This is an optimization exercise on Yosys and OpenROAD, whose aim is a short achievable clock period and few clock cycles, not a production implementation.
Only simulation tests tie the RTL to the original design; equivalence was not proved.

==> inputs of v28 <==
==> flow/design.v (excerpt) <==
module tau800_core (
    input  wire        clk,
    input  wire        rst,         
    output reg         mem_req,
    output reg         mem_we,
    output reg  [11:0] mem_addr,
    output reg  [5:0]  mem_wdata,
    input  wire        mem_ack,
    input  wire [5:0]  mem_rdata,
    output reg         halted,
    output reg  [2:0]  fault,
    output wire [5:0]  reg_a,
    output wire [5:0]  reg_bh,
    output wire [5:0]  reg_bl,
    output wire [5:0]  reg_ch,
    output wire [5:0]  reg_cl,
    output wire [5:0]  reg_x,
    output wire [11:0] pc_o,
    output wire [11:0] sp_o,
    output wire [3:0]  flags_o      
);
clock: 12.0 ns
lec_check: 0
cap_margin: 20
core_margin: 2
core_utilization: 40
place_density: 0.6
setup_slack_margin: 5
slew_margin: 20
run.sh (not shown) runs the stock make flow with config.mk's settings and CLKGATE_MAP_FILE= SYNTH_SCRIPT=/design/flow/synth_recipe.tcl, a recipe that flattens the netlist after the stock synthesis.
==> v7 (differences from v28) <==
--- a/flow/design.v
+++ b/flow/design.v
@@ -163,29 +163,30 @@
     localparam K_REG = 3'd0, K_ABS = 3'd1, K_ABSX = 3'd2, K_IND = 3'd3, K_IMM = 3'd4;
     localparam FLT_OPCODE = 3'd1, FLT_KIND = 3'd2, FLT_IMMDST = 3'd3,
                FLT_TIMM = 3'd4, FLT_REG = 3'd5, FLT_TIME = 3'd6;
     localparam [4:0]
         S_OP    = 5'd0,  S_MODE  = 5'd1,  S_PAY   = 5'd2,  S_T0    = 5'd3,
         S_T1    = 5'd4,  S_PTRLO = 5'd5,  S_PTRHI = 5'd6,  S_VAL   = 5'd7,
         S_POP   = 5'd8,  S_GAP   = 5'd9,  S_WR    = 5'd10, S_J0    = 5'd11,
         S_J1    = 5'd12, S_CAL0  = 5'd13, S_CAL1  = 5'd14, S_RET0  = 5'd15,
-        S_RET1  = 5'd16, S_BR    = 5'd17, S_HALT  = 5'd18, S_GAP2  = 5'd19;
+        S_RET1  = 5'd16, S_BR    = 5'd17, S_HALT  = 5'd18, S_GAP2  = 5'd19, S_HALTING = 5'd20;
     reg [4:0]  state;
     reg [5:0]  regs [0:5];
     reg [11:0] pc, sp, pc_start;
     reg        fn, fv, fz, fc;
     reg [5:0]  op, opq;             
     reg        pfv;                 
     reg [2:0]  ksrc, kdst;          
     reg        tbit;
     reg [2:0]  mflt;                
     reg        opi;                 
     reg        sub;                 
-    reg [5:0]  plo [0:1];           
+    reg [5:0]  plo;                 
+    reg [2:0]  hflt;                
     reg [11:0] addr [0:1];          
     reg [5:0]  ptrlo;
     reg [2:0]  ridx;                
     reg [5:0]  sval, dval;
     reg        tlo_nz;
     reg [5:0]  jlo, rhi;
     reg [11:0] tgt;
     reg        push;                
@@ -313,18 +314,18 @@
             3'd5: rsel = regs[5];
             default: rsel = 6'd0;
         endcase
     end
     wire        xfer   = mem_req && mem_ack;
     wire [11:0] pc1    = pc + 12'd1;
     wire [11:0] sp1    = sp + 12'd1;
     wire [11:0] spm1   = sp - 12'd1;
-    wire [6:0]  lox    = {1'b0, plo[opi]} + {1'b0, regs[5]};
-    wire [11:0] a_abs  = {mem_rdata, plo[opi]};
+    wire [6:0]  lox    = {1'b0, plo} + {1'b0, regs[5]};
+    wire [11:0] a_abs  = {mem_rdata, plo};
     wire [11:0] a_absx = {mem_rdata + {5'd0, lox[6]}, lox[5:0]};
     wire [11:0] a_now  = (((opi ? kdst : ksrc) == K_ABSX) ? a_absx : a_abs);
     wire [11:0] br_tgt = pc1 + {{6{mem_rdata[5]}}, mem_rdata};
     wire [11:0] a_inc  = addr[opi] + 12'd1;
     wire [11:0] ptr_t  = {mem_rdata, ptrlo};
     integer i;
     task start_access(input [11:0] a1n, input [11:0] pcn, input [5:0] vnow, input vsrc);
         begin
@@ -380,29 +381,31 @@
         end
     endtask
     task decode_op(input [11:0] pst, input [11:0] pa);
         begin
             op       <= opw;
             pc_start <= pst;
             pc       <= pa;
             mem_addr <= pa;
-            if (!w_known)
-                do_halt(FLT_OPCODE, pst);
-            else begin
+            if (!w_known) begin
+                hflt  <= FLT_OPCODE;
+                state <= S_HALTING;
+            end else begin
                 case (w_fmt)
                     F_N: begin
                         case (opw)
                             6'h38: fc <= 1'b0;
                             6'h39: fc <= 1'b1;
                             default: ;
                         endcase
-                        if (opw == 6'h3e)
-                            do_halt(3'd0, pst);
-                        else if (opw == 6'h3f) begin
+                        if (opw == 6'h3e) begin
+                            hflt  <= 3'd0;
+                            state <= S_HALTING;
+                        end else if (opw == 6'h3f) begin
                             mem_addr <= sp1;
                             state    <= S_RET0;
                         end else
                             state <= S_OP;
                     end
                     F_J:     state <= S_J0;
                     F_R:     state <= S_BR;
                     default: state <= S_MODE;
@@ -455,17 +458,18 @@
                 end
             end
             if (ex2_pend && !ex2_skip) begin
                 fn <= m2_res[5]; fv <= m2_res[5]; fz <= (m2_res == 6'd0);
                 if (ex2_wreg) regs[ridx] <= m2_res;
                 if (ex2_gap)  mem_wdata <= m2_res;
             end
             case (state)
-                S_OP: if (xfer && !(ex_pend && is_slow && (!w_known || opw == 6'h3e))) decode_op(pc, pc1);
+                S_OP: if (xfer) decode_op(pc, pc1);
+                S_HALTING: if (xfer) do_halt(hflt, pc_start);
                 S_MODE: if (xfer) begin
                     ksrc     <= m_ks;
                     kdst     <= m_kd;
                     tbit     <= mem_rdata[5];
                     mflt     <= m_flt;
                     opi      <= !is_b;
                     sub      <= 1'b0;
                     pc       <= pc1;
@@ -484,17 +488,17 @@
                             K_REG, K_IMM: begin
                                 if (opi) begin
                                     dval <= ((kdst == K_REG) ? rsel : mem_rdata);
                                     ridx <= mem_rdata[2:0];
                                 end else
                                     sval <= ((ksrc == K_REG) ? rsel : mem_rdata);
                             end
                             default: begin
-                                if (!sub) plo[opi] <= mem_rdata;
+                                if (!sub) plo <= mem_rdata;
                                 else      addr[opi] <= a_now;
                             end
                         endcase
                         if ((opi ? kdst : ksrc) >= K_ABS && (opi ? kdst : ksrc) <= K_IND && !sub)
                             sub <= 1'b1;
                         else if (!opi) begin
                             opi <= 1'b1;
                             sub <= 1'b0;
==> flow/flow/run.sh (new file) <==
#!/bin/bash
set -euo pipefail
bash standard.sh SETUP_SLACK_MARGIN=7 finish > flow_make.log 2>&1
==> flow/standard.sh (new file) <==
#!/bin/bash
# synth_recipe.tcl (not shown) runs the flow's synth.tcl, then flattens the netlist and writes it again
# the make line also repeats each setting of config.mk as NAME=value (left out here)
make -C /OpenROAD-flow-scripts/flow DESIGN_CONFIG=/design/flow/config.mk WORK_HOME=/design/flow/orfs CLKGATE_MAP_FILE= SYNTH_SCRIPT=/design/flow/synth_recipe.tcl "${@:-finish}"
Settings changed: CORE_UTILIZATION 40 to 50, PLACE_DENSITY 0.6 to 0.65, SETUP_SLACK_MARGIN 5 to unset.
removed: flow/run.sh
==> notes <==
v28 completed without violations. v7 finished with timing, DRC and antenna clean. Of v7 and v28, v28 has the higher sequential share of layout area (gap 0.19 points). Against v7, the core utilization of v28 is lower by 13 points. Of v28 and v7, v28 has the higher flip-flop and latch count (gap 3). Against v7, the clock skew of v28 is higher by 0.026 ns. Cell count: v28 is higher than v7 (about 5.5%).
Testbench counts of v28, summed over its fixed seeds: cycles 443,160.
Testbench counts of v7, summed over its fixed seeds: cycles 443,452.

==> separate check: timing with driven ports <==
Ports are ideal in the flow. The routed layouts listed here were re-timed in OpenROAD. Step 1 assumes that a clkbuf_16 drives the clock port and a buf_2 every other input. Step 2, shift: input delay + t, output delay - t, t = (earliest + latest rising clock arrival at the registers) / 2. This alone moves slack from input paths to output paths. a / b / c = no drivers / after step 1 / after step 2; a / b = the first two.
| run | shift t [ns] | slack for setup (ns) | worst setup path after step 2 | cell pins on the clock port's net |
|---|---|---|---|---|
| v28 | 0.655 | 5.219 / 5.261 / 4.606 | input to register | 1 |
| v7 | 0.624 | 6.956 / 7.001 / 6.377 | input to register | 1 |
After both steps setup and hold are still met in every run listed. For v28, which loses most, drivers alone change the setup slack by +0.042 ns; drivers and shift together by -0.613 ns.
